Background: an optimization exercise with open tools, aiming at small area and few clock cycles. Do not read the settings as production practice.
The RTL was checked by simulation tests, not by an equivalence proof against the original design.
Power figures rest on the tool's default switching activity, not on a simulated workload.

== run A ==
## gree_ir_codec
module gree_ir_codec (
    input  wire        clk,
    input  wire        rst,           
    input  wire        cmd_valid,
    output wire        cmd_ready,
    input  wire [31:0] cmd_word,
    input  wire [63:0] cmd_din,
    output wire        rsp_valid,
    output wire        rsp_illegal,
    output wire [63:0] rsp_val,
    output wire        tx_valid,
    input  wire        tx_ready,
    output wire        tx_mark,
    output wire [31:0] tx_dur,
    output wire [7:0]  rx_addr,
    input  wire [31:0] rx_data,
    input  wire [15:0] rx_len
);
Size in the first run: roughly 170 flip-flops, ~260 I/O pins, about 10,000 um^2 of cells after synthesis.
clock: 6.0 ns
lec_check: 0
cap_margin: 20
core_margin: 2
core_utilization: 40
slew_margin: 20
standard.sh (not shown) runs the stock make flow with config.mk's settings and CLKGATE_MAP_FILE= SYNTH_SCRIPT=/design/flow/synth_recipe.tcl, a recipe that flattens the netlist after the stock synthesis.
==> flow/flow/run.sh <==
#!/bin/bash
# Layout flow: the standard ORFS flow with three changes.
#  1. Synthesis maps the logic with an area-oriented ABC script (flow/abc_map.script)
#     in place of ORFS's delay-oriented one; everything else in synthesis is the
#     standard script, so the registers are the standard synthesis's.
#  2. Port buffers are sky130_fd_sc_hd__buf_1 cells.
#  3. CTS uses small clock buffers and no dummy loads.
# Each step's output goes to its own log file in this folder.
set -euo pipefail
W=$(pwd)
rm -rf "$W/scripts_area"
cp -r "$FLOW_HOME/scripts" "$W/scripts_area"
cp "$W/flow/abc_map.script" "$W/scripts_area/abc_speed.script"

bash "$W/standard.sh" "SCRIPTS_DIR=$W/scripts_area" synth > "$W/log_1_synth.txt" 2>&1
bash "$W/standard.sh" \
  "BUFFER_PORTS_ARGS=-buffer_cell sky130_fd_sc_hd__buf_1" \
  "CTS_ARGS=-sink_clustering_enable -repair_clock_nets -dont_use_dummy_load -buf_list sky130_fd_sc_hd__clkbuf_8" \
  finish > "$W/log_2_layout.txt" 2>&1
==> flow/flow/abc_map.script <==
&get -n
&st
&dch
&nf -R 1000
&put
mfs2
strash
&get -n
&dch
&nf -R 1000
&put
mfs2
strash
&get -n
&dch
&nf -R 1000
&put
topo
stime -c
Testbench counts of run A, summed over its fixed seeds: cycles 480,934.
diff inputs: run A => run C
-- flow/flow/abc_map.script --
<<< run A, line 16
&nf -R 1000
&put
topo
stime -c
>>> run C, line 16
&nf -R 1000
&put
mfs2
strash
&get -n
&dch
&nf -R 1000
&put
mfs2
strash
&get -n
&dch
&nf -R 1000
&put
topo
stime -c
-- flow/config.mk --
<<< run A, line 8
export CAP_MARGIN = 20
export CORE_MARGIN = 2
export CORE_UTILIZATION = 40
export SLEW_MARGIN = 20
>>> run C, line 8
export CAP_MARGIN = 20
export CORE_MARGIN = 2
export CORE_UTILIZATION = 50
export SLEW_MARGIN = 20
## What came out
Relative to run A, global-route usage has gone up in run C. Summary — first-pass GRT wire length, run C relative to run A: higher, by 490 um. Compared with run A, run C is the less power-hungry design. Compared with run A, run C shows a higher core utilization. Sequential cell fraction of total power on run C is up relative to run A.


north:
Another version of the RTL of gree_ir_codec (not shown whole).
For scale: about 10000 um2 of cells after synthesis.
Settings: LEC_CHECK=0, CAP_MARGIN=20, CORE_MARGIN=2, CORE_UTILIZATION=40, SLEW_MARGIN=20; clock period 6.0 ns.
==> flow/flow/abc_map.script <==
&get -n
&st
&dch
&nf -R 1000
&put
mfs2
strash
&get -n
&dch
&nf -R 1000
&put
topo
stime -c
Scripts as last shown in full above: flow/flow/run.sh
Testbench counts of north, summed over its fixed seeds: cycles 480,934.
Edits applied to the flow inputs when going from north to south:
Settings: swapping 20 for 0 in SLEW_MARGIN; swapping 40 for 65 in CORE_UTILIZATION; swapping 20 for 0 in CAP_MARGIN.
Findings:
- Between south and north, it is south whose maximum vdd drop is higher, by 120 uV.
- [compare] base=north new=south: fmax shrank by 0.97%, area of the die down 38%, count of clock-buffer cells in the layout now sits at about the same level, combinational power barely changed, post-route cell area -2.1%.
- Against north as the reference, south delivers a lower total power.
- south vs north: vertical die dimension down in south


run 1:
gree_ir_codec, a different RTL version from the one above (not shown whole).
Size: about 1000 cells after synthesis, roughly 160 flip-flops, about 260 I/O pins, roughly 9500 µm² of cells after synthesis.
==> flow/config.mk <==
export PLATFORM = sky130hd
export DESIGN_NAME = gree_ir_codec
export DESIGN_NICKNAME = gree_ir_codec
export VERILOG_FILES = /design/flow/design.v
export SDC_FILE = /design/flow/constraint.sdc
export NUM_CORES = 4
export LEC_CHECK = 0
export CAP_MARGIN = 20
export CORE_MARGIN = 2
export CORE_UTILIZATION = 50
export SLEW_MARGIN = 20
==> flow/constraint.sdc <==
create_clock -name core_clock -period 6.0 [get_ports {clk}]
set_input_delay 1.2000 -clock core_clock [delete_from_list [all_inputs] [get_ports {clk}]]
set_output_delay 1.2000 -clock core_clock [all_outputs]
set_load 0.01 [all_outputs]
==> flow/flow/run.sh <==
#!/bin/bash
# Layout flow: the standard ORFS flow with three changes.
#  1. Synthesis maps the logic with an area-oriented ABC script (flow/abc_map.script)
#     in place of ORFS's delay-oriented one; everything else in synthesis is the
#     standard script, so the registers are the standard synthesis's.
#  2. Port buffers are sky130_fd_sc_hd__buf_1 cells.
#  3. CTS uses small clock buffers and no dummy loads.
# Each step's output goes to its own log file in this folder.
set -euo pipefail
W=$(pwd)
rm -rf "$W/scripts_area"
cp -r "$FLOW_HOME/scripts" "$W/scripts_area"
cp "$W/flow/abc_map.script" "$W/scripts_area/abc_speed.script"

bash "$W/standard.sh" "SCRIPTS_DIR=$W/scripts_area" synth > "$W/log_1_synth.txt" 2>&1
bash "$W/standard.sh" \
  "BUFFER_PORTS_ARGS=-buffer_cell sky130_fd_sc_hd__buf_1" \
  "CTS_ARGS=-sink_clustering_enable -sink_clustering_size 8 -sink_clustering_max_diameter 40 -repair_clock_nets -dont_use_dummy_load -root_buf sky130_fd_sc_hd__clkbuf_8 -buf_list {sky130_fd_sc_hd__clkbuf_4 sky130_fd_sc_hd__clkbuf_8}" \
  finish > "$W/log_2_layout.txt" 2>&1
==> flow/flow/abc_map.script <==
&get -n
&st
&dch
&nf -R 1000
&put
mfs2
strash
&get -n
&st
&dch
&nf -R 1000
&put
mfs2
strash
&get -n
&st
&dch
&nf -R 1000
&put
mfs2
strash
&get -n
&st
&dch
&nf -R 1000
&put
mfs2
strash
&get -n
&st
&dch
&nf -R 1000
&put
mfs2
strash
&get -n
&st
&dch
&nf -R 1000
&put
mfs2
strash
&get -n
&dch
&nf -R 1000
&put
topo
stime -c
Testbench counts of run 1, summed over its fixed seeds: cycles 481,055.
The inputs of run 2 differ from those of run 1 as listed below.
--- a/flow/flow/run.sh
+++ b/flow/flow/run.sh
@@ -18 +18 @@
-  "CTS_ARGS=-sink_clustering_enable -sink_clustering_size 8 -sink_clustering_max_diameter 40 -repair_clock_nets -dont_use_dummy_load -root_buf sky130_fd_sc_hd__clkbuf_8 -buf_list {sky130_fd_sc_hd__clkbuf_4 sky130_fd_sc_hd__clkbuf_8}" \
+  "CTS_ARGS=-sink_clustering_enable -repair_clock_nets -dont_use_dummy_load -buf_list sky130_fd_sc_hd__clkbuf_8" \
Findings:
There was hardly any difference in data arrival time of the critical path between run 2 and run 1. Reported for run 2 and run 1, transition time at the pin with the least slew margin turned out identical to the last digit. Run 2 -> run 1: horizontal die dimension flat. As far as wire length of the first global-routing pass goes, run 2 and run 1 are indistinguishable; the numbers are identical. Reported for run 2 and run 1, period utilization turned out identical to the last digit. Reported for run 2 and run 1, maximum frequency turned out identical to the last digit. From run 2 to run 1, logic depth of the worst register-to-register path did not move at all. Minimum setup slack among reg-to-reg paths essentially unchanged between run 2 and run 1. As far as sequential share of layout area is concerned, run 1 and run 2 perform about the same.
Changes in run 3 relative to run 2:
--- a/flow/flow/run.sh
+++ b/flow/flow/run.sh
@@ -18 +18 @@
-  "CTS_ARGS=-sink_clustering_enable -repair_clock_nets -dont_use_dummy_load -buf_list sky130_fd_sc_hd__clkbuf_8" \
+  "CTS_ARGS=-sink_clustering_enable -sink_clustering_size 40 -sink_clustering_max_diameter 150 -sink_clustering_levels 1 -repair_clock_nets -dont_use_dummy_load -buf_list sky130_fd_sc_hd__clkbuf_8" \
Notes after the runs:
Run 2 did not stop at any stage, and its layout met the timing, design-rule and antenna checks.
Run 3 reached the end of the flow, and the finished layout is clean on the timing, design-rule and antenna checks.
The total power consumption of the routed design of run 3 and that of run 2 are within noise of each other.
Worst max-slew margin expressed relative to the limit essentially unchanged between run 3 and run 2.
From run 3 to run 2, synthesized cell count did not move at all.
Reported for run 3 and run 2, final wirelength turned out identical to the last digit.
Compared with run 2, in run 3 maximum clock frequency comparable; number of buffers and inverters on the critical path level; number of buffers between clock root and the deepest sink barely changed.


Setup of indigo:
gree_ir_codec, a different RTL version from the one above (not shown whole).
For scale: about 160 flip-flops, ~260 I/O pins, ~9700 µm² of cells after synthesis.
==> flow/design.v (excerpt) <==
module gree_ir_codec (
    input  wire        clk,
    input  wire        rst,           
    input  wire        cmd_valid,
    output wire        cmd_ready,
    input  wire [31:0] cmd_word,
    input  wire [63:0] cmd_din,
    output wire        rsp_valid,
    output wire        rsp_illegal,
    output wire [63:0] rsp_val,
    output wire        tx_valid,
    input  wire        tx_ready,
    output wire        tx_mark,
    output wire [31:0] tx_dur,
    output wire [7:0]  rx_addr,
    input  wire [31:0] rx_data,
    input  wire [15:0] rx_len
);
clock: 6.0 ns
lec_check: 0
cap_margin: 20
core_margin: 2
core_utilization: 50
slew_margin: 20
==> flow/flow/run.sh <==
#!/bin/bash
# Layout flow: the standard ORFS flow with three changes.
#  1. Synthesis maps the logic with an area-oriented ABC script (flow/abc_map.script)
#     in place of ORFS's delay-oriented one; everything else in synthesis is the
#     standard script, so the registers are the standard synthesis's.
#  2. Port buffers are sky130_fd_sc_hd__buf_1 cells.
#  3. CTS uses small clock buffers and no dummy loads.
# Each step's output goes to its own log file in this folder.
set -euo pipefail
W=$(pwd)
rm -rf "$W/scripts_area"
cp -r "$FLOW_HOME/scripts" "$W/scripts_area"
cp "$W/flow/abc_map.script" "$W/scripts_area/abc_speed.script"

bash "$W/standard.sh" "SCRIPTS_DIR=$W/scripts_area" synth > "$W/log_1_synth.txt" 2>&1
bash "$W/standard.sh" \
  "BUFFER_PORTS_ARGS=-buffer_cell sky130_fd_sc_hd__buf_1" \
  "CTS_ARGS=-sink_clustering_enable -repair_clock_nets -dont_use_dummy_load -buf_list sky130_fd_sc_hd__clkbuf_8" \
  finish > "$W/log_2_layout.txt" 2>&1
Scripts as last shown in full above: flow/flow/abc_map.script
Testbench counts of indigo, summed over its fixed seeds: cycles 482,311.
Changes in ember relative to indigo:
- a change of CORE_UTILIZATION from 50 to 58
==> flow/flow/abc_map.script <==
&get -n
&st
&dch
&nf -R 1000
&put
mfs2
strash
&get -n
&dch
&nf -R 1000
&put
mfs2
strash
&get -n
&dch
&nf -R 1000
&put
mfs2
strash
&get -n
&dch
&nf -R 1000
&put
mfs2
strash
&get -n
&dch
&nf -R 1000
&put
topo
stime -c
Notes after the runs:
ember | stages: all done | timing, DRC, antenna: all pass
ember vs. indigo: portion of total power attributed to the clock network flat; layout multi-input combinational cell count up about 1.4%; die area down about 13%; actual transition at the worst max-transition pin up 0.27 ns.

port drivers added, routing unchanged:
No port has a modelled driver above. Below, the same layouts with a new extraction and two added sets of constraints.
Step 1 assumes that a clkbuf_16 drives the clock port and a buf_2 every other input.
Step 2 times the ports against the registers' clock, not the clock port: input delays grow and output delays shrink by t, the midpoint of the rising clock arrivals with the driver on.
a / b / c = ideal / step 1 / step 2; a / b = the first two.
run | shift t [ns] | slack for setup (ns) | slew at the worst register clock pin (ns)
run A | 0.499 | 0.320 / 0.313 / -0.159 | 0.11 / 0.11
run C | 0.494 | 0.308 / 0.337 / -0.157 | 0.11 / 0.11
north | 0.485 | 0.334 / 0.311 / -0.082 | 0.11 / 0.11
south | 0.499 | 0.278 / 0.289 / -0.210 | 0.10 / 0.10
run 1 | 0.489 | 0.289 / 0.310 / -0.179 | 0.10 / 0.10
run 2 | 0.489 | 0.289 / 0.310 / -0.179 | 0.10 / 0.10
run 3 | 0.489 | 0.289 / 0.310 / -0.179 | 0.10 / 0.10
indigo | 0.494 | 0.627 / 0.650 / 0.156 | 0.10 / 0.10
ember | 0.486 | 0.459 / 0.476 / -0.009 | 0.10 / 0.10
Met with ideal ports but missed after step 2: setup timing in 8 of these runs. The setup slack of south, which loses most, moves by +0.011 ns with the drivers and by -0.488 ns with both steps.
